What follows belongs to an exercise in optimizing a design on an open flow for small area, a short achievable clock period and few clock cycles; a production flow would make more cautious choices. At most, simulation tests tie the RTL to the original design; equivalence was not proved. No functional check of the RTL was part of runs 2 to 7. No activity file was given, so power comes from the tool's default toggle rates.

[flow/design.v]
module rtb_arith (
    input  wire        clk,
    input  wire        rst,
    input  wire        in_valid,
    output wire        in_ready,
    input  wire [1:0]  op,
    input  wire [31:0] a,
    input  wire [31:0] b,
    output reg         out_valid,
    output reg  [31:0] result,
    output reg         fits
);
    localparam OP_FREQ2REG = 2'd0;
    localparam OP_REG2FREQ = 2'd1;
    localparam OP_MEAN     = 2'd2;
    localparam S_IDLE = 2'd0;
    localparam S_DIV  = 2'd1;
    localparam S_MUL  = 2'd2;
    localparam S_DONE = 2'd3;
    reg [1:0]  state;
    reg [1:0]  op_q;
    reg [31:0] a_q;
    reg [31:0] b_q;
    reg        neg_q;       
    reg [63:0] quo;
    reg [32:0] rem;
    reg [6:0]  count;
    wire [32:0] rem_shift = {rem[31:0], quo[63]};
    wire [33:0] rem_diff  = {1'b0, rem_shift} - {2'b00, b_q};
    wire        q_bit     = ~rem_diff[33];
    wire [55:0] prod     = a_q[23:0] * b_q;
    wire [56:0] prod_rnd = {1'b0, prod} + 57'h0000000_10000000;
    wire [31:0] mean_mag = neg_q ? (~quo[31:0] + 32'd1) : quo[31:0];
    assign in_ready = (state == S_IDLE);
    always @(posedge clk) begin
        if (rst) begin
            state     <= S_IDLE;
            out_valid <= 1'b0;
            result    <= 32'd0;
            fits      <= 1'b0;
            op_q      <= 2'd0;
            a_q       <= 32'd0;
            b_q       <= 32'd0;
            neg_q     <= 1'b0;
            quo       <= 64'd0;
            rem       <= 33'd0;
            count     <= 7'd0;
        end else begin
            out_valid <= 1'b0;
            case (state)
                S_IDLE: begin
                    if (in_valid) begin
                        op_q  <= op;
                        a_q   <= a;
                        rem   <= 33'd0;
                        neg_q <= 1'b0;
                        case (op)
                            OP_FREQ2REG: begin
                                b_q   <= b;
                                quo   <= {3'b000, a, 29'd0};
                                count <= 7'd64;
                                state <= S_DIV;
                            end
                            OP_MEAN: begin
                                b_q   <= {16'd0, b[15:0]};
                                neg_q <= a[31];
                                quo   <= {(a[31] ? (~a + 32'd1) : a), 32'd0};
                                count <= 7'd32;
                                state <= S_DIV;
                            end
                            OP_REG2FREQ: begin
                                b_q   <= b;
                                state <= S_MUL;
                            end
                            default: begin
                                b_q   <= b;
                                state <= S_DONE;
                            end
                        endcase
                    end
                end
                S_DIV: begin
                    rem   <= q_bit ? rem_diff[32:0] : rem_shift;
                    quo   <= {quo[62:0], q_bit};
                    count <= count - 7'd1;
                    if (count == 7'd1)
                        state <= S_DONE;
                end
                S_MUL: begin
                    quo   <= {7'd0, prod_rnd[56:0]};
                    state <= S_DONE;
                end
                S_DONE: begin
                    out_valid <= 1'b1;
                    fits      <= 1'b0;
                    case (op_q)
                        OP_FREQ2REG: begin
                            if (quo[63:24] == 40'd0) begin
                                result <= {8'd0, quo[23:0]};
                                fits   <= 1'b1;
                            end else begin
                                result <= 32'd0;
                            end
                        end
                        OP_REG2FREQ: result <= quo[60:29];
                        OP_MEAN:     result <= mean_mag;
                        default:     result <= 32'd0;
                    endcase
                    state <= S_IDLE;
                end
            endcase
        end
    end
endmodule
[flow/run.sh]
#!/bin/bash
# synth_recipe.tcl (not shown) runs the flow's synth.tcl, then flattens the netlist and writes it again
# the make line also repeats each setting of config.mk as NAME=value (left out here)
make -C /OpenROAD-flow-scripts/flow DESIGN_CONFIG=/design/flow/config.mk WORK_HOME=/design/flow/orfs CLKGATE_MAP_FILE= SYNTH_SCRIPT=/design/flow/synth_recipe.tcl finish
[flow/config.mk]
export PLATFORM = sky130hd
export DESIGN_NAME = rtb_arith
export DESIGN_NICKNAME = rtb_arith
export VERILOG_FILES = /design/flow/design.v
export SDC_FILE = /design/flow/constraint.sdc
export NUM_CORES = 4
export LEC_CHECK = 0
export CAP_MARGIN = 20
export CORE_MARGIN = 2
export CORE_UTILIZATION = 40
export PLACE_DENSITY = 0.6
export SLEW_MARGIN = 20
[flow/constraint.sdc]
create_clock -name core_clock -period 10.0 [get_ports {clk}]
set_input_delay 2.0000 -clock core_clock [delete_from_list [all_inputs] [get_ports {clk}]]
set_output_delay 2.0000 -clock core_clock [all_outputs]
set_load 0.01 [all_outputs]
==> impl_metrics.py, run 1 <==
metrics = {
    "global_routing": {
        "grt_max_degree": 89,
        "grt-ovfl-total": 0,
        "grt_first_pass_wirelength_um": 176000,
        "antenna_found_initial": 0,
        "first_global_vias": 31000,
        "grt.total_usage": 0.238,
    },
    "drt": {
        "vias_per_cell": 5.41,
        "dr_total_vias": 30100,
        "first_pass_iters": 6,
        "drc_errors": 0,
        "wl_per_cell_um": 19.5,
        "routed_wl_um": 108000,
        "postRouteAntennaNets": 0,
        "first_iter_violations": 2233,
    },
    "floorplan": {
        "num_io_pins": 104,
        "start_util": 0.402,
        "die_y_um": 307,
        "core_area_um2": 91500,
        "dieArea_um2": 94500,
        "core.rowCount": 111,
        "chipWidth_um": 307,
    },
    "worst_setup_path": {
        "critPathArrivalTime_ps": 8520,
        "crit_path_start_kind": "flip-flop",
        "endpoint_kind": "flip-flop",
        "r2r_slack_ps": 1850,
        "crit_path_max_fanout": 26,
        "path_class": "reg -> reg",
        "worstRegToRegCells": 24,
        "crit_required_ps": 10370,
    },
    "sta": {
        "max_freq_mhz": 123,
        "slew_viol_final": 0,
        "slew_headroom": 0.245,
        "max_slew.worst_pin.slew_ps": 1130,
        "rsz0062_at_grt": "no",
        "min_period_over_period": 0.815,
        "setup_tns_ps": 0,
        "skew_ps": 33.3,
        "setup_viol_count_final": 0,
        "layout_setup_ws_ps": 1850,
        "fin_crit_ps": 8150,
        "hold_viol": 0,
    },
    "power_and_ir_drop": {
        "clock_power_share": 0.133,
        "p_sw_frac": 0.541,
        "intPower_mw": 2.72,
        "seqPwrFrac": 0.218,
        "switchingPower_mw": 3.21,
        "power_density_nw_per_um2": 149,
        "power.leakage_nw": 18.4,
        "ir_worst_vdd_uv": 322,
        "combPwrFrac": 0.650,
    },
    "finish": {
        "syn_to_final_growth_pct": 7.65,
        "drive_gt1_frac": 0.0357,
        "fin_nets": 5343,
    },
    "synth": {
        "postSynthNetCount": 5403,
        "async_reset_ff_frac": 0,
        "synth_cell_types": 76,
        "yosysWarnings": 1,
        "synthCells": 4418,
        "synth-seq-area-share": 0.108,
        "synthTopCellsByArea": "fa_1 (36%), dfxtp_1 (11%), ha_1 (8.7%)",
        "synth_edf_count": 0,
        "synth_area_um2": 36800,
        "synth_largest_area_cell": "fa_1",
        "syn-mean-instance-area_um2": 8.34,
        "synth_top_area_share": 0.359,
        "synth-seq-cells": 198,
        "ys.flop_type": "dfxtp_1",
    },
    "hold_path": {
        "hold_path_class": "reg -> reg",
        "holdPathStages": 2,
    },
    "clocking": {
        "ctsHoldBuffers": 0,
        "worstSkewPairLatency_ps": 530,
        "cts_made_buffers": 17,
        "max-clock-path-buffers": 2,
        "postCtsSetupBuffers": 0,
        "cts_root_buf": "clkbuf_16",
        "path_clk_slew_ps": 90,
        "cts_sinks": 198,
        "cts_resized": 0,
        "cts_tree": "yes",
        "htree_num_levels": 4,
    },
    "flow_run": {
        "drv_cap": 0,
    },
    "placed_design": {
        "gp_congestion": 0.941,
        "pre_cts_ws_ps": 1830,
        "hpwl_um": 85600,
        "portBuffers": 103,
    },
    "outcome": {
        "outcome": "complete, no violations",
    },
}
synthesized netlist by cell type, types with 16 or more instances:
| cell type | n |
|---|---|
| nor4_1 | 22 |
| a31oi_1 | 26 |
| nand4_1 | 19 |
| a22oi_1 | 56 |
| o21ai_0 | 112 |
| a21oi_1 | 234 |
| nand2b_1 | 16 |
| a221oi_1 | 19 |
| nor2b_1 | 16 |
| inv_1 | 772 |
| fa_1 | 660 |
| o22ai_1 | 16 |
| xor2_1 | 52 |
| and2_1 | 389 |
| nor2_1 | 235 |
| ha_1 | 256 |
| a211oi_1 | 43 |
| nor3_1 | 29 |
| nand2_1 | 609 |
| dfxtp_1 | 198 |
| xnor2_1 | 67 |
| nand3_1 | 34 |
| a21o_1 | 53 |
| clkbuf_1 | 254 |
per-stage QoR:
step	utilization	cells	hold WS (ps)	instance area, um2	total power [mW]
after floorplan	-	4418	437	36800	3.86
after global placement	0.426	5524	443	39000	5.09
after detailed placement	0.426	5524	448	39000	5.10
after CTS	0.433	5556	461	39600	5.92
after global routing	0.433	5557	488	39600	6.43
final	0.433	5558	461	39600	5.92
flip-flops by register name (all words and copies together) (netlist names):
signal,cells
a_q,24
b_q,32
count,7
fits,1
neg_q,1
op_q,2
out_valid,1
quo,64
rem,32
result,32
state,2
routing by layer:
layer / vias up / wire [um] / GRT usage / share of wire
met5: - / 0 / 0 / 0
met4: 0 / 3250 / 0.0719 / 0.030
met3: 164 / 6570 / 0.0333 / 0.061
met2: 974 / 51100 / 0.392 / 0.47
met1: 15200 / 47400 / 0.324 / 0.44
li1: 13700 / - / - / -
final timing paths:
kind              startpoint  endpoint
setup reg to reg      a_q[2]   quo[48]
hold / removal       a_q[19]   a_q[19]
hold reg to reg      a_q[19]   a_q[19]
setup / recovery      a_q[2]   quo[48]
final cells by class:
cell class	instances	area (um2)
sequential	198	3970
fill	9066	51900
antenna	1	2.50
inverter	773	2900
clock inverter	15	220
tap	1186	1480
clock buffer	17	425
multi-input combinational	3182	29000
timing repair buffer	186	1660
cell families (layout without fill, tap and decap cells):
kind of cell,Yosys count,in the layout,synth area share
buf+inv,1038,991,0.106
flops,198,198,0.108
compound gates,699,699,0.123
simple gates,1436,1436,0.186
xor+xnor,119,119,0.0283
fa+ha+maj,916,916,0.446
other cells,0,1,0
mux,12,12,0.00326
cell usage in the layout (no fill, tap or decap), types with 8 or more instances in the layout:
master           count
buf_4               83
nand2_1            607
a31oi_1             26
o31ai_1             13
xnor2_1             67
o211ai_1             9
a22o_1              13
a21oi_1            233
ha_1               256
and2_1             388
a211oi_1            43
nand4_1             19
nor2_1             233
clkdlybuf4s50_1    102
nor4_1              22
o21bai_1            15
dfxtp_1            191
xor2_1              52
a22oi_1             56
or2_2                9
nand3_1             34
clkbuf_16           17
a21boi_0             8
or4_1               11
o21ai_0            112
nand2b_1            16
a221oi_1            19
o22ai_1             16
fa_1               660
o41ai_1              9
mux2i_1             12
nor3_1              29
a21o_1              53
and3_1              12
nor2b_1             15
or3_1               15
inv_1              772
a32oi_1              9
power groups by stage:
stage                     Sequential [mW]  Clock (mW)  Combinational, mW
after detailed placement             1.30           0               3.81
after CTS                            1.28       0.800               3.84
final                                1.29       0.786               3.85
after global placement               1.29           0               3.80
after floorplan                      1.06           0               2.79
after global routing                 1.31       0.828               4.29
worst max-delay path, cell delays in order, from the launching register on:
cell and delay [ps]:
dfxtp_1 1010, buf_4 310, and2_1 160, fa_1 420, inv_1 110, fa_1 440
fa_1 530, fa_1 520, inv_1 60, fa_1 440, fa_1 590, inv_1 80
fa_1 480, inv_1 50, ha_1 410, a21oi_1 250, o21ai_1 160, nor3_1 450
nor4_1 100, a211oi_1 470, nor2_1 170, a21boi_0 350, xnor2_1 110, a221oi_1 260
nor2_1 60
Testbench counts, summed over its fixed seeds: cycles 115,022.
==> run 2: changes to the inputs <==
==> flow/design.v (replaced) <==
module rtb_arith (
    input  wire        clk,
    input  wire        rst,
    input  wire        in_valid,
    output wire        in_ready,
    input  wire [1:0]  op,
    input  wire [31:0] a,
    input  wire [31:0] b,
    output wire        out_valid,
    output wire [31:0] result,
    output wire        fits
);
    localparam K  = 2;                        
    localparam M  = 2;                        
    localparam NF = (25 + K - 1) / K;         
    localparam SF = NF * K;                   
    localparam NC = SF - 24;                  
    localparam NM = 32 / K;                   
    localparam NR = (29 + M - 1) / M;         
    localparam PR = NR * M - 29;              
    reg        rdy, ov, fit_q;
    reg        s_div, s_mul, s_pre, s_post, first;
    reg        is_f, neg;
    reg [4:0]  cnt;
    reg [31:0] d;
    reg [32:0] r;
    reg [31:0] q;
    assign in_ready  = rdy;
    assign out_valid = ov;
    assign result    = q;
    assign fits      = fit_q;
    reg [32:0] dr [0:K];
    reg [31:0] dq [0:K];
    reg [33:0] diff;
    reg [32:0] rsh;
    integer i;
    always @* begin
        dr[0] = r;
        dq[0] = q;
        for (i = 0; i < K; i = i + 1) begin
            rsh        = {dr[i][31:0], dq[i][31]};
            diff       = {1'b0, rsh} - {2'b00, d};
            dr[i+1]    = diff[33] ? rsh : diff[32:0];
            dq[i+1]    = {dq[i][30:0], ~diff[33]};
        end
    end
    wire nofit = |dq[K][K-1:K-NC];
    reg [31:0] mq [0:M];
    reg [32:0] mr [0:M];
    reg [32:0] sum;
    integer j;
    always @* begin
        mq[0] = q;
        mr[0] = r;
        for (j = 0; j < M; j = j + 1) begin
            sum     = {1'b0, mq[j]} + (mr[j][0] ? {1'b0, d} : 33'd0);
            mq[j+1] = sum[32:1];
            mr[j+1] = {1'b0, mr[j][32:1]};
        end
    end
    wire [31:0] qneg = ~q + 32'd1;
    wire        last = (cnt == 5'd1);
    always @(posedge clk) begin
        if (rst) begin
            rdy    <= 1'b1;
            ov     <= 1'b0;
            s_div  <= 1'b0;
            s_mul  <= 1'b0;
            s_pre  <= 1'b0;
            s_post <= 1'b0;
        end else begin
            ov <= 1'b0;
            if (rdy) begin
                if (in_valid) begin
                    rdy   <= 1'b0;
                    fit_q <= 1'b0;
                    first <= 1'b1;
                    is_f  <= (op == 2'd0);
                    neg   <= 1'b0;
                    case (op)
                        2'd0: begin
                            d <= b;
                            q <= 32'd0;
                            r <= {6'd0, a[26:0]} << (29 - SF);
                            cnt <= NF[4:0];
                            if (|a[31:27]) begin
                                rdy <= 1'b1;
                                ov  <= 1'b1;
                            end else
                                s_div <= 1'b1;
                        end
                        2'd1: begin
                            d <= b;
                            q <= 32'd1 << (28 + PR);
                            r <= {9'd0, a[23:0]} << PR;
                            cnt <= NR[4:0];
                            s_mul <= 1'b1;
                        end
                        2'd2: begin
                            d <= {16'd0, b[15:0]};
                            q <= a;
                            r <= 33'd0;
                            neg <= a[31];
                            cnt <= NM[4:0];
                            if (a[31]) s_pre <= 1'b1;
                            else       s_div <= 1'b1;
                        end
                        default: begin
                            q   <= 32'd0;
                            rdy <= 1'b1;
                            ov  <= 1'b1;
                        end
                    endcase
                end
            end
            if (s_pre) begin
                q     <= qneg;
                s_pre <= 1'b0;
                s_div <= 1'b1;
            end
            if (s_div) begin
                r     <= dr[K];
                q     <= dq[K];
                cnt   <= cnt - 5'd1;
                first <= 1'b0;
                if (is_f && first && nofit) begin
                    q     <= 32'd0;
                    s_div <= 1'b0;
                    rdy   <= 1'b1;
                    ov    <= 1'b1;
                end else if (last) begin
                    s_div <= 1'b0;
                    fit_q <= is_f;
                    if (neg)
                        s_post <= 1'b1;
                    else begin
                        rdy <= 1'b1;
                        ov  <= 1'b1;
                    end
                end
            end
            if (s_post) begin
                q      <= qneg;
                s_post <= 1'b0;
                rdy    <= 1'b1;
                ov     <= 1'b1;
            end
            if (s_mul) begin
                q   <= mq[M];
                r   <= mr[M];
                cnt <= cnt - 5'd1;
                if (last) begin
                    s_mul <= 1'b0;
                    rdy   <= 1'b1;
                    ov    <= 1'b1;
                end
            end
        end
    end
endmodule
==> run 2 against run 1 <==
Effect of this change:
- sequential share of layout area increased by 12 points
- design area shrank 62%
- flip-flop and latch count is 86 lower
- via count shrank 57%
- synthesized cell count fell by 64%
- critical path type unchanged
- largest cell class unchanged
- highest routed layer unchanged
==> impl_metrics.py, run 2 <==
metrics = {
    "outcome": {
        "outcome": "complete, no violations",
    },
    "power_and_ir_drop": {
        "totalPowerFinal_mw": 2.10,
        "ir_worst_vdd_uv": 92.3,
        "power.leakage_nw": 6.20,
        "power_density_nw_per_um2": 139,
    },
    "worst_setup_path": {
        "slowest_stage": "edfxtp_1",
        "endpoint_kind": "flip-flop",
        "crit_path_start_kind": "flip-flop",
        "path_cells": "ha_1, o21a_1, o31ai_1, a211oi_2, o2111ai_1, and2_1, o31ai_4, buf_4, nor2_1, a21oi_1, ha_1, nor2b_1, o31a_1, a21oi_1, o211ai_1, a2bb2oi_1, o22ai_1, o41ai_4, buf_4, and2_1, nand2_1, a32oi_1",
        "crit_required_ps": 10220,
        "crit_path_max_fanout": 43,
        "critPathBufInv": 2,
        "path_class": "reg -> reg",
        "critPathTopFamily": "compound AO/OA/AOI/OAI gates",
        "critPathArrivalTime_ps": 7440,
        "critPathMaxStageDelay_ps": 1000,
    },
    "synth": {
        "yosysWarnings": 5,
        "yosysMostFrequentCell": "a21oi_1",
        "synth-seq-area-share": 0.249,
        "synth_edf_count": 106,
        "postSynthNetCount": 1817,
        "synthTopCellsByArea": "edfxtp_1 (24%), ha_1 (13%), a21oi_1 (6.4%)",
        "synth_top_area_share": 0.240,
        "syn-mean-instance-area_um2": 8.25,
        "ys.flop_type": "edfxtp_1",
        "synth_area_um2": 13300,
        "async_reset_ff_frac": 0,
        "synth_cell_types": 75,
        "synth_common_cells": "a21oi_1 (169), nor2_1 (148), ha_1 (136)",
        "synth_largest_area_cell": "edfxtp_1",
        "synthCells": 1608,
        "synth-seq-cells": 112,
    },
    "clocking": {
        "cts_tree": "yes",
        "path_clk_slew_ps": 90,
        "cts_root_buf": "clkbuf_16",
        "cts_resized": 0,
        "cts_made_buffers": 9,
        "htree_num_levels": 3,
        "cts_sinks": 112,
        "worstSkewPairLatency_ps": 380,
        "max-clock-path-buffers": 2,
        "postCtsSetupBuffers": 0,
        "ctsHoldBuffers": 0,
    },
    "global_routing": {
        "first_global_vias": 12100,
        "grt_max_degree": 56,
        "grt-ovfl-total": 0,
        "antenna_found_initial": 0,
        "grt_first_pass_wirelength_um": 69500,
        "grt.total_usage": 0.263,
    },
    "finish": {
        "fillCellCount": 3220,
        "seq_area_um2": 3300,
        "top_regs": "r x33, d x32, q x32",
        "fin_nets": 1891,
        "post-route-util": 0.463,
        "design_area_um2": 15100,
        "syn_to_final_growth_pct": 13.9,
        "largest-register": "r",
        "final_cell_mix": "a21oi_1 (168), nor2_1 (147), ha_1 (136)",
        "drive_gt1_frac": 0.0373,
        "diodes": 0,
        "largest_reg_flops": 33,
        "multiInputGateArea_um2": 9490,
        "layout_commonest_cell": "a21oi_1",
    },
    "sta": {
        "min_period_over_period": 0.722,
        "setup_viol_count_final": 0,
        "slew_viol_final": 0,
        "max_freq_mhz": 138,
        "hold_viol": 0,
        "setup_tns_ps": 0,
        "skew_ps": 15.0,
        "slew_headroom": 0.297,
        "rsz0062_at_grt": "no",
        "max_slew.worst_pin.slew_ps": 1050,
        "fin_crit_ps": 7220,
    },
    "drt": {
        "drc_errors": 0,
        "wl_per_cell_um": 21.3,
        "first_pass_iters": 7,
        "vias_per_cell": 6.02,
        "first_iter_violations": 1343,
        "routed_wl_um": 45300,
        "dr_total_vias": 12800,
        "postRouteAntennaNets": 0,
    },
    "floorplan": {
        "chipWidth_um": 186,
        "core.rowCount": 66,
        "start_util": 0.407,
        "die_y_um": 186,
        "core_area_um2": 32600,
        "num_io_pins": 104,
        "dieArea_um2": 34600,
    },
    "placed_design": {
        "gp_congestion": 0.909,
        "portBuffers": 103,
        "post_dp_cell_area_um2": 14800,
        "hpwl_um": 34700,
    },
    "hold_path": {
        "hold_path_class": "reg -> reg",
    },
    "flow_run": {
        "drv_cap": 0,
    },
}
[run 2: worst register-to-register path, cell delays in order, from the launching register on]
cell       delay [ps]
edfxtp_1         1000
ha_1              380
o21a_1            160
o31ai_1           130
a211oi_2          400
o2111ai_1         220
and2_1            310
o31ai_4           310
buf_4             450
nor2_1            150
a21oi_1           320
ha_1              300
nor2b_1           140
o31a_1            290
a21oi_1           240
o211ai_1          340
a2bb2oi_1         490
o22ai_1           240
o41ai_4           320
buf_4             400
and2_1            240
nand2_1            70
a32oi_1           200
[run 2: path summary, 6_finish.rpt]
check        start  endpoint  slack (ps)  cells after the start
max           r[1]     q[30]        2780                     22
min            neg    s_post         550                      1
max reg2reg   r[1]     q[30]        2780                     22
min reg2reg    neg    s_post         550                      1
[run 2: cell type report]
class | instances | share of cell area
clock buffer | 9 | 0.0149
clock inverter | 7 | 0.00522
inverter | 71 | 0.0176
multi-input combinational | 1367 | 0.628
sequential | 112 | 0.219
tap | 442 | 0.0366
timing repair buffer | 121 | 0.0785
[run 2: metrics by stage]
step                hold WS, ps  worst slack [ps]  std cells
floorplan                   497              4510       1608
global placement            530              3170       2112
detailed placement          528              2980       2113
CTS                         552              2930       2129
global route                575              2260       2129
finish                      548              2780       2129
[run 2: cells by family after synthesis]
group                      synth area share
buffers and inverters                0.0387
AOI/OAI and AO/OA                     0.287
DFF                                   0.249
xor gates and xnor gates             0.0905
and+or+nand+nor                       0.182
adders and majority gates             0.134
muxes                                0.0182
[run 2: power breakdown]
part	internal, mW	switching [mW]
clock	0.199	0.213
sequential	0.560	0.0491
combinational	0.460	0.623
total	1.22	0.885
[run 2: metal layers]
metal	share of wire	wire, um	vias to the layer above	GRT usage
li1	-	-	6191	-
met1	0.43	19400	6039	0.340
met2	0.44	19800	500	0.417
met3	0.081	3650	96	0.0587
met4	0.053	2400	0	0.121
met5	0	0	-	0
==> run 3: changes to the inputs <==
--- a/flow/config.mk
+++ b/flow/config.mk
@@ -10,3 +10,4 @@
 export CORE_UTILIZATION = 40
 export PLACE_DENSITY = 0.6
+export SETUP_SLACK_MARGIN = 5
 export SLEW_MARGIN = 20
==> run 3 against run 2 <==
Effect of this change:
- worst setup slack better by 1800 ps
- critical endpoint is now q[3]
- non-clock buffer count is 167 higher
- design area is 20% higher
- via count is 9.3% higher
- critical path depth is 2 higher
- critical path type unchanged
- still clean
- clock power is 2% lower
- flip-flop and latch count stayed put
- sequential share of layout area is 3.7 points lower
==> impl_metrics.py, run 3 <==
metrics = {
    "outcome": {
        "outcome": "complete, no violations",
    },
    "sta": {
        "rsz0062_at_grt": "yes",
        "fin_crit_ps": 5440,
        "skew_ps": 16.1,
        "setup_viol_count_final": 0,
        "slew_headroom": 0.161,
        "slew_viol_final": 0,
        "max_freq_mhz": 184,
        "hold_viol": 0,
        "max_slew.worst_pin.slew_ps": 1250,
        "min_period_over_period": 0.544,
        "setup_tns_ps": 0,
        "layout_setup_ws_ps": 4560,
    },
    "clocking": {
        "worstSkewPairLatency_ps": 380,
        "cts_tree": "yes",
        "cts_root_buf": "clkbuf_16",
        "ctsHoldBuffers": 0,
        "htree_num_levels": 3,
        "max-clock-path-buffers": 2,
        "path_clk_slew_ps": 90,
        "cts_sinks": 112,
        "cts_made_buffers": 9,
    },
    "flow_run": {
        "drv_cap": 0,
    },
    "floorplan": {
        "die_y_um": 186,
        "dieArea_um2": 34600,
        "core.rowCount": 66,
        "core_area_um2": 32600,
        "num_io_pins": 104,
        "chipWidth_um": 186,
        "start_util": 0.407,
    },
    "synth": {
        "synth_common_cells": "a21oi_1 (169), nor2_1 (148), ha_1 (136)",
        "synth_top_family_by_area": "compound AO/OA/AOI/OAI gates",
        "synth-seq-cells": 112,
        "synthTopCellsByArea": "edfxtp_1 (24%), ha_1 (13%), a21oi_1 (6.4%)",
        "yosysMostFrequentCell": "a21oi_1",
        "synth-seq-area-share": 0.249,
        "yosysWarnings": 5,
        "synthSimpleGateAreaFrac": 0.182,
        "synth_area_um2": 13300,
        "ys.flop_type": "edfxtp_1",
        "synthAdderAreaFrac": 0.134,
        "synthMuxAreaShare": 0.0182,
        "synth_compound_area_frac": 0.287,
        "postSynthNetCount": 1817,
        "synth_cell_types": 75,
        "synth_top_area_share": 0.240,
        "synth_edf_count": 106,
        "synthCells": 1608,
        "synthXorXnorAreaFrac": 0.0905,
        "syn-mean-instance-area_um2": 8.25,
        "synth_largest_area_cell": "edfxtp_1",
        "async_reset_ff_frac": 0,
    },
    "finish": {
        "drive_gt1_frac": 0.241,
        "diodes": 0,
        "largest-register": "r",
        "post-route-util": 0.558,
        "layout_commonest_cell": "buf_4",
        "fillCellCount": 2869,
        "largest_reg_flops": 33,
        "top_regs": "r x33, d x32, q x32",
        "fin_nets": 2059,
        "syn_to_final_growth_pct": 37.2,
        "stdcell_count": 2297,
        "final_cell_mix": "buf_4 (145), nor2_1 (138), a21oi_1 (110)",
    },
    "placed_design": {
        "pre_cts_ws_ps": 3090,
        "portBuffers": 103,
        "gp_congestion": 0.915,
        "hpwl_um": 34800,
        "placedCellCount": 2111,
    },
    "worst_setup_path": {
        "worstRegToRegCells": 24,
        "path_class": "reg -> reg",
        "regToRegStartpoint": "r[0]",
        "critPathArrivalTime_ps": 5560,
        "crit_required_ps": 10130,
        "r2r_end": "q[3]",
        "r2r_slack_ps": 4560,
        "crit_path_start_kind": "flip-flop",
        "endpoint_kind": "flip-flop",
        "crit_path_max_fanout": 8,
    },
    "drt": {
        "drc_errors": 0,
        "wl_per_cell_um": 22.7,
        "first_pass_iters": 6,
        "dr_total_vias": 14000,
        "vias_per_cell": 6.11,
        "first_iter_violations": 1511,
        "postRouteAntennaNets": 0,
        "routed_wl_um": 52100,
    },
    "global_routing": {
        "grt_first_pass_wirelength_um": 77700,
        "antenna_found_initial": 0,
        "grt-ovfl-total": 0,
        "grt.total_usage": 0.296,
        "first_global_vias": 13200,
        "grt_max_degree": 61,
    },
    "power_and_ir_drop": {
        "switchingPower_mw": 1.06,
        "clock_power_share": 0.158,
        "seqPwrFrac": 0.239,
        "power_density_nw_per_um2": 140,
        "ir_worst_vdd_uv": 94.6,
        "p_sw_frac": 0.416,
        "intPower_mw": 1.49,
        "combPwrFrac": 0.603,
        "power.leakage_nw": 7.39,
    },
    "hold_path": {
        "worstHoldStart": "neg",
        "holdPathStages": 1,
        "hold_end": "s_post",
        "hold_path_class": "reg -> reg",
    },
}
run 3: cell types whose count changed in the layout (fill, tap and decap cells not counted), sizes merged:
cell	delta
buf	+165
bufbuf	+1
bufinv	-1
clkbuf	+6
clkinv	-3
clkinvlp	+2
inv	-2
run 3: final cells by class:
type / instances / area [um2] / share of cell area
Inverter: 71 / 285 / 0.0157
Timing Repair inverter: 1 / 7.51 / 0.000412
Clock inverter: 2 / 17.5 / 0.000962
Clock buffer: 14 / 285 / 0.0157
Multi-Input combinational cell: 1367 / 10800 / 0.596
Sequential cell: 112 / 3300 / 0.182
Tap cell: 442 / 553 / 0.0304
Timing Repair Buffer: 288 / 2900 / 0.160
run 3: stage by stage:
stage	hold slack, ps	area (um2)	power [mW]
5_1_grt	582	18200	2.69
3_3_place_gp	539	14800	1.67
2_1_floorplan	497	13300	1.40
4_1_cts	567	17200	2.39
6_report	574	18200	2.55
3_5_place_dp	540	14900	1.69
run 3: critical path, stage by stage, from the launching register on:
cell        delay (ps)
edfxtp_1           530
clkinvlp_4         240
buf_4              180
buf_4              140
fa_2               380
nand2b_4           170
a21oi_4            180
o211ai_1           170
a21oi_2            240
buf_4              150
o211ai_1           130
a31oi_2            250
a21o_1             150
a21oi_1             70
xnor2_1            160
mux2_2             300
ha_4               290
nand4_1            240
o22ai_4            250
o41ai_4             90
buf_6              150
buf_12             130
buf_16             140
a221o_1            310
o211a_1            110
run 3: power by group through the flow:
stage                     clock network (mW)  registers, mW  logic [mW]
after floorplan                            0          0.602       0.802
after global placement                     0          0.619        1.06
after detailed placement                   0          0.618        1.07
after CTS                              0.406          0.607        1.38
after global routing                   0.423          0.614        1.65
final                                  0.404          0.611        1.54
run 3: routing by layer:
metal  global-route usage  wire length [um]
met3               0.0458              4200
met1                0.391             21600
met2                0.452             22700
met5                    0                 0
met4                0.186              3590
run 3: cell families after synthesis:
group                    Yosys count
AO/OA/AOI/OAI                    574
AND/OR/NAND/NOR                  492
adder cells (fa/ha/maj)          140
XOR/XNOR                         137
buffers and inverters            129
flip-flops                       112
multiplexers                      24
run 3: what timing repair did:
item / 4_1_cts / 5_1_grt
pin swaps: 90 / 90
resized for setup: 206 / 131
endpoints found under the setup margin: 69 / 69
gates cloned: 14 / 1
buffers inserted: 108 / 47
run 3: how the worst max path moves through the flow:
stage	from	end	slack (ps)	depth (start not counted)
4_1_cts	r[12]	q[3]	4720	25
3_3_place_gp	r[1]	q[30]	3260	22
3_5_place_dp	r[1]	q[30]	3090	22
6_report	r[0]	q[3]	4560	24
2_1_floorplan	r[10]	fit_q	4940	24
5_1_grt	r[10]	r[2]	4420	25
==> run 4: changes to the inputs <==
--- a/flow/design.v
+++ b/flow/design.v
@@ -59,4 +59,5 @@
         end
     end
+    wire skip16 = ~is_f && first && (q[31:16] < d[15:0]);
     wire [31:0] qneg = ~q + 32'd1;
     wire        last = (cnt == 5'd1);
@@ -124,5 +125,9 @@
                 cnt   <= cnt - 5'd1;
                 first <= 1'b0;
-                if (is_f && first && nofit) begin
+                if (skip16) begin
+                    r   <= {17'd0, q[31:16]};
+                    q   <= {q[15:0], 16'd0};
+                    cnt <= cnt - 16 / K;
+                end else if (is_f && first && nofit) begin
                     q     <= 32'd0;
                     s_div <= 1'b0;
==> run 4 against run 3 <==
Effect of this change:
- cell count increased by 4.1%
- worst hold slack got worse by 48 ps
- clock power is 1% lower
- maximum frequency decreased by 3.1%
==> impl_metrics.py, run 4 <==
metrics = {
    "outcome": {
        "outcome": "complete, no violations",
    },
    "synth": {
        "synth_top_area_share": 0.222,
        "yosysMostFrequentCell": "nor2_1",
        "ys.flop_type": "edfxtp_1",
        "syn-mean-instance-area_um2": 8.20,
        "postSynthNetCount": 1969,
        "async_reset_ff_frac": 0,
        "synthTopCellsByArea": "edfxtp_1 (22%), ha_1 (13%), a21oi_1 (4.9%)",
        "synth_edf_count": 106,
        "synth_cell_types": 86,
        "synth-seq-cells": 112,
        "synthCells": 1745,
        "synth_area_um2": 14300,
        "synth-seq-area-share": 0.231,
        "synth_common_cells": "nor2_1 (160), ha_1 (151), a21oi_1 (139)",
        "synth_largest_area_cell": "edfxtp_1",
        "yosysWarnings": 5,
    },
    "clocking": {
        "ctsHoldBuffers": 0,
        "worstSkewPairLatency_ps": 390,
        "htree_num_levels": 3,
        "cts_root_buf": "clkbuf_16",
        "cts_made_buffers": 9,
        "max-clock-path-buffers": 2,
        "cts_tree": "yes",
        "cts_sinks": 112,
        "path_clk_slew_ps": 100,
    },
    "worst_setup_path": {
        "crit_required_ps": 10160,
        "endpoint_kind": "flip-flop",
        "crit_path_start_kind": "flip-flop",
        "crit_path_max_fanout": 19,
        "worstRegToRegCells": 25,
        "critPathMaxStageDelay_ps": 390,
        "slowest_stage": "edfxtp_1",
        "regToRegStartpoint": "d[16]",
        "r2r_end": "q[28]",
        "r2r_slack_ps": 4390,
        "path_class": "reg -> reg",
        "critPathArrivalTime_ps": 5770,
    },
    "sta": {
        "slew_headroom": 0.186,
        "slew_viol_final": 0,
        "skew_ps": 14.6,
        "max_freq_mhz": 178,
        "rsz0062_at_grt": "yes",
        "max_slew.worst_pin.slew_ps": 1220,
        "min_period_over_period": 0.561,
        "setup_tns_ps": 0,
        "setup_viol_count_final": 0,
        "hold_viol": 0,
        "fin_crit_ps": 5610,
    },
    "finish": {
        "top_regs": "r x33, d x32, q x32",
        "design_area_um2": 18600,
        "fin_nets": 2149,
        "final_cell_mix": "nor2_1 (154), nand2_1 (124), a21oi_1 (122), ha_1 (122), edfxtp_1 (106)",
        "layout_commonest_cell": "nor2_1",
        "largest-register": "r",
        "fillCellCount": 3246,
        "diodes": 0,
        "largest_reg_flops": 33,
        "syn_to_final_growth_pct": 29.6,
        "drive_gt1_frac": 0.183,
    },
    "floorplan": {
        "core_area_um2": 35400,
        "die_y_um": 193,
        "dieArea_um2": 37300,
        "num_io_pins": 104,
        "core.rowCount": 69,
        "chipWidth_um": 193,
        "start_util": 0.404,
    },
    "hold_path": {
        "hold_end": "s_post",
        "hold_path_class": "reg -> reg",
        "holdPathStages": 1,
        "worstHoldStart": "neg",
    },
    "placed_design": {
        "portBuffers": 103,
        "hpwl_um": 44300,
        "gp_congestion": 0.953,
        "post_dp_cell_area_um2": 15900,
    },
    "global_routing": {
        "grt-ovfl-total": 0,
        "first_global_vias": 14500,
        "grt_max_degree": 54,
        "grt_first_pass_wirelength_um": 89400,
        "antenna_found_initial": 0,
        "grt.total_usage": 0.321,
    },
    "drt": {
        "first_iter_violations": 1717,
        "first_pass_iters": 6,
        "postRouteAntennaNets": 0,
        "wl_per_cell_um": 25.6,
        "drc_errors": 0,
        "vias_per_cell": 6.50,
        "routed_wl_um": 61300,
        "dr_total_vias": 15500,
    },
    "power_and_ir_drop": {
        "ir_worst_vdd_uv": 78.9,
        "power.leakage_nw": 7.34,
        "power_density_nw_per_um2": 139,
    },
    "flow_run": {
        "drv_cap": 0,
    },
}
==> run 4: cell types whose count changed after synthesis, sizes merged, moves of 14 or more <==
cell / before / now
mux2: 1 / 15
a221oi: 18 / 36
a21oi: 169 / 139
ha: 136 / 151
a31oi: 10 / 24
nand2: 115 / 137
a222oi: 22 / 3
a22o: 0 / 25
a21o: 56 / 33
nor3: 22 / 44
nor4: 6 / 20
inv: 70 / 90
==> run 4: what timing repair did <==
action | in CTS | in global routing
gates resized for setup | 193 | 78
cloned | 6 | 2
setup endpoints to repair | 69 | 70
pin swaps | 50 | 39
hold endpoints to repair | 0 | 0
buffers inserted | 66 | 38
==> run 4: cell families (layout without fill, tap and decap cells) <==
| kind of cell | Yosys count | in the layout | share of synthesized area |
|---|---|---|---|
| fa+ha+maj | 155 | 155 | 0.138 |
| mux | 39 | 39 | 0.0286 |
| compound gates | 593 | 593 | 0.287 |
| flops | 112 | 112 | 0.231 |
| buf+inv | 159 | 344 | 0.0439 |
| simple gates | 562 | 562 | 0.195 |
| xor+xnor | 125 | 125 | 0.0765 |
==> run 4: cell type report <==
class,count,area (um2),area share
tap,461,577,0.0311
inverter,91,358,0.0193
multi-input combinational,1474,11600,0.626
clock inverter,7,71.3,0.00384
clock buffer,9,225,0.0121
timing repair buffer,237,2410,0.130
sequential,112,3300,0.178
==> run 4: critical path, delay by kind of cell (launching register included) <==
kind | cells | cell delay (ps)
buffers and inverters | 7 | 1300
AO/OA/AOI/OAI | 9 | 1860
AND/OR/NAND/NOR | 7 | 1120
adder cells (fa/ha/maj) | 2 | 700
flip-flops | 1 | 390
==> run 4: worst max path at each step <==
| stage | startpoint | to | slack, ps | cells after the start |
|---|---|---|---|---|
| floorplan | d[8] | fit_q | 4910 | 20 |
| global placement | q[31] | r[13] | 3610 | 21 |
| detailed placement | q[31] | r[10] | 3490 | 21 |
| CTS | r[1] | r[21] | 4550 | 24 |
| global route | d[16] | q[28] | 4280 | 25 |
| finish | d[16] | q[28] | 4390 | 25 |
==> run 4: where the power goes <==
part           switching, mW  internal, mW
Sequential            0.0679         0.561
Combinational          0.847         0.704
Clock                  0.222         0.178
==> run 4: per-layer routing <==
layer	GRT usage	share of wire	up-vias	wire, um
met2	0.496	0.44	919	26900
met4	0.150	0.050	0	3060
met3	0.0576	0.10	173	6370
met1	0.433	0.41	7449	24900
met5	0	0	-	0
li1	-	-	7008	-
==> run 4: metrics by stage <==
stage | total power, mW | utilization | hold WS (ps) | setup WS (ps) | cells
floorplan | 1.45 | - | 485 | 4910 | 1745
global placement | 1.79 | 0.450 | 510 | 3610 | 2263
CTS | 2.44 | 0.503 | 524 | 4550 | 2351
detailed placement | 1.79 | 0.450 | 503 | 3490 | 2263
finish | 2.58 | 0.524 | 526 | 4390 | 2391
global route | 2.69 | 0.524 | 567 | 4280 | 2391
==> run 5: changes to the inputs <==
==> flow/design.v (replaced) <==
module rtb_arith (
    input  wire        clk,
    input  wire        rst,
    input  wire        in_valid,
    output wire        in_ready,
    input  wire [1:0]  op,
    input  wire [31:0] a,
    input  wire [31:0] b,
    output wire        out_valid,
    output wire [31:0] result,
    output wire        fits
);
    reg        rdy, ov, fit_q;
    reg        s_div, s_mul, s_pre, s_post, first;
    reg        is_f, neg;
    reg [4:0]  cnt;
    reg [31:0] d;
    reg [31:0] r;
    reg [31:0] q;
    reg [1:0]  qx;
    assign in_ready  = rdy;
    assign out_valid = ov;
    assign result    = q;
    assign fits      = fit_q;
    wire [32:0] rsh  = {r, q[31]};
    wire [33:0] diff = {1'b0, rsh} - {2'b00, d};
    wire        qb   = ~diff[33];
    wire [31:0] rdiv = qb ? diff[31:0] : rsh[31:0];
    wire skip16 = ~is_f & first & (q[31:16] < d[15:0]);
    wire        bz   = (r[2] & r[1] & r[0]) | ~(r[2] | r[1] | r[0]);
    wire        bneg = r[2] & ~bz;
    wire        b2   = (r[2] ^ r[1]) & ~(r[1] ^ r[0]);
    wire [33:0] pmag = bz ? 34'd0 : (b2 ? {1'b0, d, 1'b0} : {2'b00, d});
    wire [34:0] msum = {qx[1], qx, q} + {bneg, pmag ^ {34{bneg}}} + {34'd0, bneg};
    wire [31:0] qneg = ~q + 32'd1;
    wire        last = (cnt == 5'd1);
    reg [31:0] q_n, r_n;
    reg [1:0]  qx_n;
    always @* begin
        q_n  = {q[30:0], qb};
        r_n  = rdiv;
        qx_n = qx;
        if (rdy) begin
            case (op)
                2'd0: begin q_n = 32'd0;        r_n = {1'b0, a[26:0], 4'd0}; end
                2'd1: begin q_n = 32'h2000_0000; r_n = {6'd0, a[23:0], 2'b00}; qx_n = 2'b00; end
                2'd2: begin q_n = a;            r_n = 32'd0; end
                default: begin q_n = 32'd0;     r_n = 32'd0; end
            endcase
        end else if (s_pre | s_post) begin
            q_n = qneg;
            r_n = 32'd0;
        end else if (s_mul) begin
            {qx_n, q_n} = {msum[34], msum[34:2]};
            r_n = {2'b00, r[31:2]};
        end else if (skip16) begin
            r_n = {16'd0, q[31:16]};
            q_n = {q[15:0], 16'd0};
        end else if (is_f & first & qb) begin
            q_n = 32'd0;
        end
    end
    always @(posedge clk) begin
        q  <= q_n;
        r  <= r_n;
        qx <= qx_n;
        if (rst) begin
            rdy    <= 1'b1;
            ov     <= 1'b0;
            s_div  <= 1'b0;
            s_mul  <= 1'b0;
            s_pre  <= 1'b0;
            s_post <= 1'b0;
        end else begin
            ov <= 1'b0;
            if (rdy && in_valid) begin
                rdy   <= 1'b0;
                fit_q <= 1'b0;
                first <= 1'b1;
                is_f  <= (op == 2'd0);
                neg   <= 1'b0;
                case (op)
                    2'd0: begin
                        d   <= b;
                        cnt <= 5'd25;
                        if (|a[31:27]) begin
                            rdy <= 1'b1;
                            ov  <= 1'b1;
                        end else
                            s_div <= 1'b1;
                    end
                    2'd1: begin
                        d     <= b;
                        cnt   <= 5'd15;
                        s_mul <= 1'b1;
                    end
                    2'd2: begin
                        d   <= {16'd0, b[15:0]};
                        neg <= a[31];
                        cnt <= 5'd32;
                        if (a[31]) s_pre <= 1'b1;
                        else       s_div <= 1'b1;
                    end
                    default: begin
                        rdy <= 1'b1;
                        ov  <= 1'b1;
                    end
                endcase
            end
            if (s_pre) begin
                s_pre <= 1'b0;
                s_div <= 1'b1;
            end
            if (s_div) begin
                cnt   <= cnt - 5'd1;
                first <= 1'b0;
                if (skip16) begin
                    cnt <= 5'd16;
                end else if (is_f && first && qb) begin
                    s_div <= 1'b0;
                    rdy   <= 1'b1;
                    ov    <= 1'b1;
                end else if (last) begin
                    s_div <= 1'b0;
                    fit_q <= is_f;
                    if (neg)
                        s_post <= 1'b1;
                    else begin
                        rdy <= 1'b1;
                        ov  <= 1'b1;
                    end
                end
            end
            if (s_post) begin
                s_post <= 1'b0;
                rdy    <= 1'b1;
                ov     <= 1'b1;
            end
            if (s_mul) begin
                cnt <= cnt - 5'd1;
                if (last) begin
                    s_mul <= 1'b0;
                    rdy   <= 1'b1;
                    ov    <= 1'b1;
                end
            end
        end
    end
endmodule
==> run 5 against run 4 <==
Effect of this change:
- routed wire length shrank 38%
- die area is 28% lower
- sequential power fell by 8.6%
- maximum frequency up 21%
- critical path depth shrank 8
- combinational power shrank 56%
- still clean on timing, DRC and antenna
- utilization decreased by 4.9 points
- first-iteration DRC count down 31%
- synthesized cell count down 26%
==> impl_metrics.py, run 5 <==
metrics = {
    "outcome": {
        "outcome": "complete, no violations",
    },
    "drt": {
        "first_iter_violations": 1193,
        "vias_per_cell": 6.08,
        "routed_wl_um": 38000,
        "wl_per_cell_um": 22.5,
        "dr_total_vias": 10200,
        "drc_errors": 0,
        "postRouteAntennaNets": 0,
        "first_pass_iters": 7,
    },
    "synth": {
        "synth_cell_types": 69,
        "synth_area_um2": 10200,
        "synth_top_area_share": 0.136,
        "ys.flop_type": "dfxtp_1",
        "postSynthNetCount": 1447,
        "synth-seq-area-share": 0.263,
        "synth_common_cells": "nand2_1 (149), a21oi_1 (138), ha_1 (92)",
        "synth_largest_area_cell": "dfxtp_1",
        "syn-mean-instance-area_um2": 7.91,
        "async_reset_ff_frac": 0,
        "synthTopCellsByArea": "dfxtp_1 (14%), edfxtp_1 (13%), ha_1 (11%)",
        "synthCells": 1285,
        "yosysWarnings": 2,
        "synth-seq-cells": 112,
        "synth_edf_count": 43,
        "yosysMostFrequentCell": "nand2_1",
    },
    "clocking": {
        "ctsHoldBuffers": 0,
        "cts_tree": "yes",
        "cts_made_buffers": 9,
        "cts_sinks": 112,
        "worstSkewPairLatency_ps": 380,
        "htree_num_levels": 3,
        "path_clk_slew_ps": 90,
        "cts_root_buf": "clkbuf_16",
        "max-clock-path-buffers": 2,
    },
    "sta": {
        "setup_tns_ps": 0,
        "hold_viol": 0,
        "max_freq_mhz": 216,
        "rsz0062_at_grt": "no",
        "max_slew.worst_pin.slew_ps": 1060,
        "holdWs_ps": 523,
        "setup_viol_count_final": 0,
        "fin_crit_ps": 4630,
        "skew_ps": 18.1,
        "min_period_over_period": 0.463,
        "slew_viol_final": 0,
        "slew_headroom": 0.294,
    },
    "placed_design": {
        "portBuffers": 103,
        "post_dp_cell_area_um2": 11500,
        "gp_congestion": 0.956,
        "hpwl_um": 28800,
    },
    "finish": {
        "final_cell_mix": "nand2_1 (147), a21oi_1 (138), clkdlybuf4s50_1 (103)",
        "layout_commonest_cell": "nand2_1",
        "design_area_um2": 11900,
        "top_regs": "d x32, q x32, r x32",
        "drive_gt1_frac": 0.0398,
        "fin_nets": 1513,
        "syn_to_final_growth_pct": 17.0,
        "diodes": 0,
    },
    "worst_setup_path": {
        "crit_required_ps": 10310,
        "r2r_slack_ps": 5370,
        "worstRegToRegCells": 17,
        "path_class": "reg -> reg",
        "regToRegStartpoint": "r[2]",
        "critPathArrivalTime_ps": 4940,
        "endpoint_kind": "flip-flop",
        "crit_path_max_fanout": 32,
        "crit_path_start_kind": "flip-flop",
        "r2r_end": "q[29]",
    },
    "global_routing": {
        "grt_first_pass_wirelength_um": 57700,
        "grt-ovfl-total": 0,
        "grt.total_usage": 0.284,
        "first_global_vias": 9589,
        "grt_max_degree": 51,
        "antenna_found_initial": 0,
    },
    "hold_path": {
        "hold_end": "s_pre",
        "worstHoldStart": "s_pre",
        "hold_path_class": "reg -> reg",
        "holdPathStages": 1,
    },
    "power_and_ir_drop": {
        "ir_worst_vdd_uv": 106,
        "power_density_nw_per_um2": 141,
        "power.leakage_nw": 4.82,
        "totalPowerFinal_mw": 1.68,
    },
    "floorplan": {
        "core.rowCount": 58,
        "core_area_um2": 25000,
        "start_util": 0.406,
        "die_y_um": 163,
        "num_io_pins": 104,
        "chipWidth_um": 163,
        "dieArea_um2": 26700,
    },
    "flow_run": {
        "drv_cap": 0,
    },
}
[run 5: worst max path at each step]
stage,startpoint,endpoint,slack [ps],cells past startpoint
after floorplan,rst,d[0],5090,2
after global placement,r[2],q[31],4850,16
after detailed placement,r[2],q[31],4730,16
after CTS,r[2],q[31],5000,17
after global routing,r[2],q[31],5030,17
final,r[2],q[29],5370,17
[run 5: layout make-up]
class | count | area (um2)
Inverter | 62 | 233
Fill cell | 2511 | 13100
Multi-Input combinational cell | 1046 | 7070
Clock inverter | 5 | 63.8
Timing Repair Buffer | 120 | 1160
Sequential cell | 112 | 2670
Clock buffer | 11 | 275
Tap cell | 330 | 413
[run 5: cells by family (layout without fill, tap and decap cells)]
family / count (synthesis) / after routing / share of synthesized area
adder cells (fa/ha/maj): 93 / 93 / 0.115
AND/OR/NAND/NOR: 399 / 399 / 0.187
XOR/XNOR: 110 / 110 / 0.0948
buffers and inverters: 127 / 198 / 0.0482
AO/OA/AOI/OAI: 432 / 432 / 0.279
multiplexers: 12 / 12 / 0.0121
flip-flops: 112 / 112 / 0.263
[run 5: critical path: stages, from the launching register on]
cell	delay (ps)
dfxtp_1	550
inv_1	110
ha_1	390
and2_4	380
nor2_1	70
a21oi_1	150
xnor2_1	130
and2_1	160
ha_1	210
nor2_1	80
nor4b_2	170
o41a_1	510
o31ai_4	350
a211oi_1	200
o31a_1	380
o31a_1	310
mux2_1	310
o21ai_1	110
[run 5: power breakdown]
group / total (mW) / switching (mW) / leakage (nW) / internal, mW
sequential: 0.574 / 0.0635 / 0.969 / 0.511
clock: 0.426 / 0.197 / 0.163 / 0.229
combinational: 0.682 / 0.400 / 3.68 / 0.283
[run 5: stage by stage]
stage	cells	setup slack [ps]	util
after floorplan	1285	5090	-
after global placement	1669	4850	0.459
after detailed placement	1669	4730	0.459
after CTS	1685	5000	0.473
after global routing	1686	5030	0.475
final	1686	5370	0.475
[run 5: routing by layer]
layer | up-vias | global-route usage | share of wire | wire length (um)
met5 | - | 0 | 0 | 0
met4 | 0 | 0.0748 | 0.025 | 941
met3 | 65 | 0.0617 | 0.091 | 3470
met2 | 441 | 0.434 | 0.43 | 16500
met1 | 4871 | 0.404 | 0.45 | 17100
li1 | 4867 | - | - | -
[run 5: timing repair]
item                                    4_1_cts  5_1_grt
setup buffers                                 0        1
resized for setup                             3        6
pin swaps                                     0        1
endpoints found under the setup margin        5        8
==> run 6: changes to the inputs <==
--- a/flow/config.mk
+++ b/flow/config.mk
@@ -10,4 +10,3 @@
 export CORE_UTILIZATION = 40
 export PLACE_DENSITY = 0.6
-export SETUP_SLACK_MARGIN = 5
 export SLEW_MARGIN = 20
==> run 6 against run 5 <==
Effect of this change:
- highest routed layer unchanged
- design area down 0.37%
- clock skew about the same
- via count about the same
- critical path type unchanged
- sequential power about the same
==> impl_metrics.py, run 6 <==
metrics = {
    "outcome": {
        "outcome": "complete, no violations",
    },
    "placed_design": {
        "post_dp_cell_area_um2": 11500,
        "placedCellCount": 1669,
        "gp_congestion": 0.956,
        "portBuffers": 103,
        "hpwl_um": 28800,
    },
    "sta": {
        "slew_viol_final": 0,
        "max_freq_mhz": 195,
        "slew_headroom": 0.293,
        "setup_viol_count_final": 0,
        "skew_ps": 17.7,
        "setup_tns_ps": 0,
        "fin_crit_ps": 5140,
        "max_slew.worst_pin.slew_ps": 1060,
        "min_period_over_period": 0.514,
        "rsz0062_at_grt": "no",
        "hold_viol": 0,
    },
    "global_routing": {
        "grt_max_degree": 51,
        "grt_first_pass_wirelength_um": 57700,
        "antenna_found_initial": 0,
        "first_global_vias": 9582,
        "grt.total_usage": 0.284,
        "grt-ovfl-total": 0,
    },
    "synth": {
        "postSynthNetCount": 1447,
        "synth_common_cells": "nand2_1 (149), a21oi_1 (138), ha_1 (92)",
        "synth_top_area_share": 0.136,
        "synth_edf_count": 43,
        "ys.flop_type": "dfxtp_1",
        "yosysWarnings": 2,
        "synth_largest_area_cell": "dfxtp_1",
        "yosysMostFrequentCell": "nand2_1",
        "synth_cell_types": 69,
        "synth-seq-area-share": 0.263,
        "syn-mean-instance-area_um2": 7.91,
        "synth-seq-cells": 112,
        "async_reset_ff_frac": 0,
        "synth_area_um2": 10200,
        "synthCells": 1285,
        "synthTopCellsByArea": "dfxtp_1 (14%), edfxtp_1 (13%), ha_1 (11%)",
    },
    "finish": {
        "final_cell_mix": "nand2_1 (148), a21oi_1 (138), clkdlybuf4s50_1 (103)",
        "stdcell_count": 1685,
        "seq_area_um2": 2670,
        "drive_gt1_frac": 0.0354,
        "diodes": 0,
        "multiInputGateArea_um2": 7040,
        "fin_nets": 1512,
        "syn_to_final_growth_pct": 16.6,
        "design_area_um2": 11800,
        "layout_commonest_cell": "nand2_1",
        "fillCellCount": 2518,
        "top_regs": "d x32, q x32, r x32",
    },
    "power_and_ir_drop": {
        "switchingPower_mw": 0.657,
        "ir_worst_vdd_uv": 106,
        "combPwrFrac": 0.405,
        "seqPwrFrac": 0.342,
        "p_sw_frac": 0.392,
        "clock_power_share": 0.253,
        "power_density_nw_per_um2": 142,
        "power.leakage_nw": 4.79,
        "intPower_mw": 1.02,
    },
    "drt": {
        "postRouteAntennaNets": 0,
        "drc_errors": 0,
        "first_pass_iters": 5,
        "vias_per_cell": 6.08,
        "dr_total_vias": 10200,
        "first_iter_violations": 1115,
        "routed_wl_um": 37800,
        "wl_per_cell_um": 22.4,
    },
    "worst_setup_path": {
        "crit_path_max_fanout": 31,
        "critPathArrivalTime_ps": 5420,
        "endpoint_kind": "flip-flop",
        "crit_path_start_kind": "flip-flop",
        "path_class": "reg -> reg",
        "crit_required_ps": 10280,
    },
    "floorplan": {
        "dieArea_um2": 26700,
        "die_y_um": 163,
        "num_io_pins": 104,
        "core.rowCount": 58,
        "chipWidth_um": 163,
        "start_util": 0.406,
        "core_area_um2": 25000,
    },
    "clocking": {
        "path_clk_slew_ps": 90,
        "cts_resized": 0,
        "worstSkewPairLatency_ps": 370,
        "htree_num_levels": 3,
        "cts_made_buffers": 9,
        "ctsHoldBuffers": 0,
        "cts_root_buf": "clkbuf_16",
        "postCtsSetupBuffers": 0,
        "cts_sinks": 112,
        "cts_tree": "yes",
        "max-clock-path-buffers": 2,
    },
    "hold_path": {
        "hold_path_class": "reg -> reg",
    },
    "flow_run": {
        "drv_cap": 0,
    },
}
run 6: cells by family after synthesis:
kind of cell / after synthesis / share of synthesized area
and+or+nand+nor: 399 / 0.187
adders and majority gates: 93 / 0.115
DFF: 112 / 0.263
xor gates and xnor gates: 110 / 0.0948
buffers and inverters: 127 / 0.0482
AOI/OAI and AO/OA: 432 / 0.279
muxes: 12 / 0.0121
run 6: final timing paths:
path,from,end,slack (ps),depth (start not counted)
setup / recovery,r[2],q[31],4860,16
hold / removal,s_pre,s_pre,520,1
setup reg to reg,r[2],q[31],4860,16
hold reg to reg,s_pre,s_pre,520,1
run 6: stage by stage:
stage          hold slack (ps)  setup slack (ps)  power, mW  utilization
6_report                   522              4860       1.68        0.473
5_1_grt                    534              4340       1.77        0.473
4_1_cts                    514              4700       1.67        0.473
3_5_place_dp               495              4730       1.25        0.459
3_3_place_gp               488              4850       1.24        0.459
2_1_floorplan              452              5090       1.03            -
run 6: routing by layer:
layer	vias up	global-route usage	wire (um)
met5	-	0	0
met3	52	0.0617	3450
li1	4867	-	-
met4	0	0.0748	789
met2	461	0.434	16500
met1	4857	0.404	17000
run 6: layout make-up:
cell class,count,area share
timing repair buffer,119,0.0972
tap,330,0.0349
multi-input combinational,1046,0.594
inverter,62,0.0196
sequential,112,0.226
clock inverter,5,0.00539
clock buffer,11,0.0232
run 6: power groups by stage:
stage	Sequential [mW]	Clock (mW)	Combinational, mW
2_1_floorplan	0.558	0	0.474
3_3_place_gp	0.582	0	0.661
3_5_place_dp	0.581	0	0.664
4_1_cts	0.571	0.428	0.668
5_1_grt	0.577	0.443	0.746
6_report	0.574	0.425	0.679
run 6: worst max-delay path, stage by stage (launching register included):
cell and delay (ps):
dfxtp_1 520, inv_1 110, ha_1 330, nand2_1 740, nand2_1 110, a21oi_1 200, xnor2_1 90, ha_1 250
nor2_1 140, nor4b_1 340, nor3_1 170, a311oi_2 430, o21ai_1 250, a311oi_1 600, o31ai_1 240, o31a_1 320
a221oi_1 220
==> run 7: changes to the inputs <==
==> flow/flow/run.sh (new file) <==
#!/bin/bash
set -euo pipefail
export SETUP_SLACK_MARGIN=7
bash standard.sh > standard.log 2>&1
==> flow/standard.sh (new file) <==
#!/bin/bash
# synth_recipe.tcl (not shown) runs the flow's synth.tcl, then flattens the netlist and writes it again
# the make line also repeats each setting of config.mk as NAME=value (left out here)
make -C /OpenROAD-flow-scripts/flow DESIGN_CONFIG=/design/flow/config.mk WORK_HOME=/design/flow/orfs CLKGATE_MAP_FILE= SYNTH_SCRIPT=/design/flow/synth_recipe.tcl "${@:-finish}"
removed: flow/run.sh
==> run 7 against run 6 <==
Effect of this change:
- still clean
- worst setup slack improved by 1200 ps
- register-to-register slack better by 1200 ps
- maximum frequency grew 30%
- critical path type unchanged
- largest cell class unchanged
- largest power group unchanged
==> impl_metrics.py, run 7 <==
metrics = {
    "synth": {
        "synth-seq-area-share": 0.263,
        "synth_common_cells": "nand2_1 (149), a21oi_1 (138), ha_1 (92)",
        "synth_top_area_share": 0.136,
        "ys.flop_type": "dfxtp_1",
        "synth_area_um2": 10200,
        "yosysMostFrequentCell": "nand2_1",
        "synth-seq-cells": 112,
        "postSynthNetCount": 1447,
        "syn-mean-instance-area_um2": 7.91,
        "synthCells": 1285,
        "synth_cell_types": 69,
        "synth_largest_area_cell": "dfxtp_1",
        "async_reset_ff_frac": 0,
        "synth_edf_count": 43,
        "synthTopCellsByArea": "dfxtp_1 (14%), edfxtp_1 (13%), ha_1 (11%)",
        "yosysWarnings": 2,
    },
    "sta": {
        "min_period_over_period": 0.396,
        "fin_crit_ps": 3960,
        "setup_tns_ps": 0,
        "setup_viol_count_final": 0,
        "slew_headroom": 0.295,
        "max_freq_mhz": 252,
        "slew_viol_final": 0,
        "rsz0062_at_grt": "yes",
        "max_slew.worst_pin.slew_ps": 1050,
        "hold_viol": 0,
        "skew_ps": 17.9,
    },
    "worst_setup_path": {
        "worstRegToRegCells": 19,
        "endpoint_kind": "flip-flop",
        "path_class": "reg -> reg",
        "crit_required_ps": 10300,
        "critPathArrivalTime_ps": 4260,
        "crit_path_start_kind": "flip-flop",
        "crit_path_max_fanout": 7,
    },
    "clocking": {
        "cts_made_buffers": 9,
        "cts_sinks": 112,
        "worstSkewPairLatency_ps": 370,
        "path_clk_slew_ps": 90,
        "cts_root_buf": "clkbuf_16",
        "cts_tree": "yes",
        "htree_num_levels": 3,
        "max-clock-path-buffers": 2,
    },
    "floorplan": {
        "num_io_pins": 104,
        "dieArea_um2": 26700,
        "core_area_um2": 25000,
        "chipWidth_um": 163,
        "core.rowCount": 58,
        "die_y_um": 163,
        "start_util": 0.406,
    },
    "hold_path": {
        "hold_path_class": "reg -> reg",
        "holdPathStages": 2,
    },
    "drt": {
        "drc_errors": 0,
        "postRouteAntennaNets": 0,
        "first_pass_iters": 9,
        "routed_wl_um": 47300,
        "vias_per_cell": 6.38,
        "dr_total_vias": 12100,
        "first_iter_violations": 1635,
        "wl_per_cell_um": 25.0,
    },
    "global_routing": {
        "grtUsageMet1": 0.430,
        "grt-busiest-layer": "met2",
        "grt-ovfl-total": 0,
        "antenna_found_initial": 6,
        "grt_max_degree": 35,
        "grt_use_met3": 0.0813,
        "grt.total_usage": 0.331,
        "grt_use_met2": 0.509,
        "first_global_vias": 11100,
        "grt_first_pass_wirelength_um": 66300,
    },
    "finish": {
        "post-route-util": 0.609,
        "diodes": 0,
        "fin_nets": 1717,
        "layout_commonest_cell": "buf_4",
        "stdcell_count": 1890,
        "design_area_um2": 15200,
        "syn_to_final_growth_pct": 50.1,
        "top_regs": "d x32, q x32, r x32",
        "drive_gt1_frac": 0.333,
        "final_cell_mix": "buf_4 (155), nand2_1 (130), a21oi_1 (90)",
    },
    "flow_run": {
        "drv_cap": 0,
    },
    "outcome": {
        "outcome": "complete, no violations",
    },
    "placed_design": {
        "post_dp_cell_area_um2": 11700,
        "placedCellCount": 1671,
        "hpwl_um": 28900,
        "portBuffers": 103,
        "gp_congestion": 0.976,
    },
    "power_and_ir_drop": {
        "power.leakage_nw": 6.28,
        "ir_worst_vdd_uv": 93.8,
        "power_density_nw_per_um2": 133,
    },
}
==> run 7: cell counts after synthesis <==
No cell type changed its count.
==> run 7: per-layer routing <==
| metal | up-vias | part of all wire | routed length [um] |
|---|---|---|---|
| li1 | 5314 | - | - |
| met1 | 5778 | 0.39 | 18400 |
| met2 | 747 | 0.43 | 20500 |
| met3 | 217 | 0.11 | 5200 |
| met4 | 10 | 0.067 | 3160 |
| met5 | - | 0.0012 | 59 |
==> run 7: logic make-up (layout without fill, tap and decap cells) <==
family / count (synthesis) / after routing / synth area share
mux: 12 / 13 / 0.0121
buf+inv: 127 / 397 / 0.0482
compound gates: 432 / 432 / 0.279
xor+xnor: 110 / 110 / 0.0948
simple gates: 399 / 403 / 0.187
flops: 112 / 112 / 0.263
fa+ha+maj: 93 / 93 / 0.115
==> run 7: repair_timing <==
action	CTS	global route
buffers inserted	137	51
setup endpoints to repair	167	103
resized for setup	368	137
pin swaps	94	115
hold buffers	0	0
cloned	9	6
==> run 7: stage by stage <==
stage / hold slack [ps] / setup slack [ps] / power [mW]
global route: 523 / 5960 / 2.09
CTS: 493 / 6110 / 1.85
floorplan: 445 / 6300 / 1.06
global placement: 487 / 5650 / 1.26
finish: 504 / 6040 / 2.02
detailed placement: 482 / 5600 / 1.27
==> run 7: worst paths after layout <==
check | start | to | slack [ps]
worst max-delay path | r[1] | q[29] | 6040
worst min-delay path | r[31] | r[29] | 500
worst max register to register | r[1] | q[29] | 6040
worst min register to register | r[31] | r[29] | 500
==> run 7: final cells by class <==
cell class	instances	area, um2
Clock inverter	7	70.1
Sequential cell	112	2780
Clock buffer	9	225
Multi-Input combinational cell	1051	8370
Inverter	62	264
Fill cell	2185	9790
Timing Repair Buffer	319	3130
Tap cell	330	413
==> run 7: power breakdown <==
group / switching (mW) / internal (mW) / total (mW) / leakage [nW]
logic: 0.582 / 0.498 / 1.08 / 5.15
registers: 0.0495 / 0.511 / 0.560 / 0.990
clock network: 0.205 / 0.177 / 0.382 / 0.141
==> run 7: critical path, cell delays in order, from the launching register on <==
cell and delay (ps):
dfxtp_4 430, inv_4 50, ha_4 290, and2_4 160
buf_12 120, nor2_4 30, a21oi_2 140, xnor2_1 100
and2_4 150, ha_4 260, o21a_1 110, nor2_2 50
o41a_1 500, o31ai_4 200, buf_6 140, a211oi_4 60
o31a_1 380, o31a_1 290, mux2_4 300, o21ai_1 120

afterwards: timing with drivers on the ports:
Ports are ideal in the flow. The routed layouts listed here were re-timed in OpenROAD.
Step 1: set_driving_cell puts a clkbuf_16 on clk and a buf_2 on each other input, an assumption about the parent block.
Step 2 adds t to the input delays and takes it off the output delays; t is the mean of the earliest and latest rising clock arrival at the registers after step 1. Input paths then give back, and output paths get back, about the clock's delay inside the block.
Three values: ideal, step 1, step 2; two values: the first two.
run	t (ns)	setup WS [ns]	hold WS [ns]	latest minus earliest clock arrival (ns)	worst data-port slew with drivers (ns)
run 1	0.572	1.845 / 1.845 / 1.845	0.461 / 0.461 / 0.461	0.033 / 0.034	0.05
run 2	0.422	2.777 / 2.777 / 2.777	0.548 / 0.548 / 0.548	0.015 / 0.015	0.04
run 3	0.426	4.565 / 4.565 / 4.565	0.574 / 0.574 / 0.574	0.016 / 0.017	0.04
run 4	0.434	4.389 / 4.389 / 4.389	0.526 / 0.526 / 0.526	0.014 / 0.015	0.04
run 5	0.415	5.375 / 5.375 / 5.170	0.523 / 0.523 / 0.523	0.018 / 0.018	0.04
run 6	0.413	4.862 / 4.862 / 4.862	0.522 / 0.522 / 0.522	0.017 / 0.018	0.04
run 7	0.411	6.036 / 6.036 / 6.036	0.504 / 0.504 / 0.504	0.018 / 0.018	0.06
After both steps setup and hold are still met in every run listed. The setup slack of run 5, which loses most, moves by 0.000 ns with the drivers and by -0.205 ns with both steps.
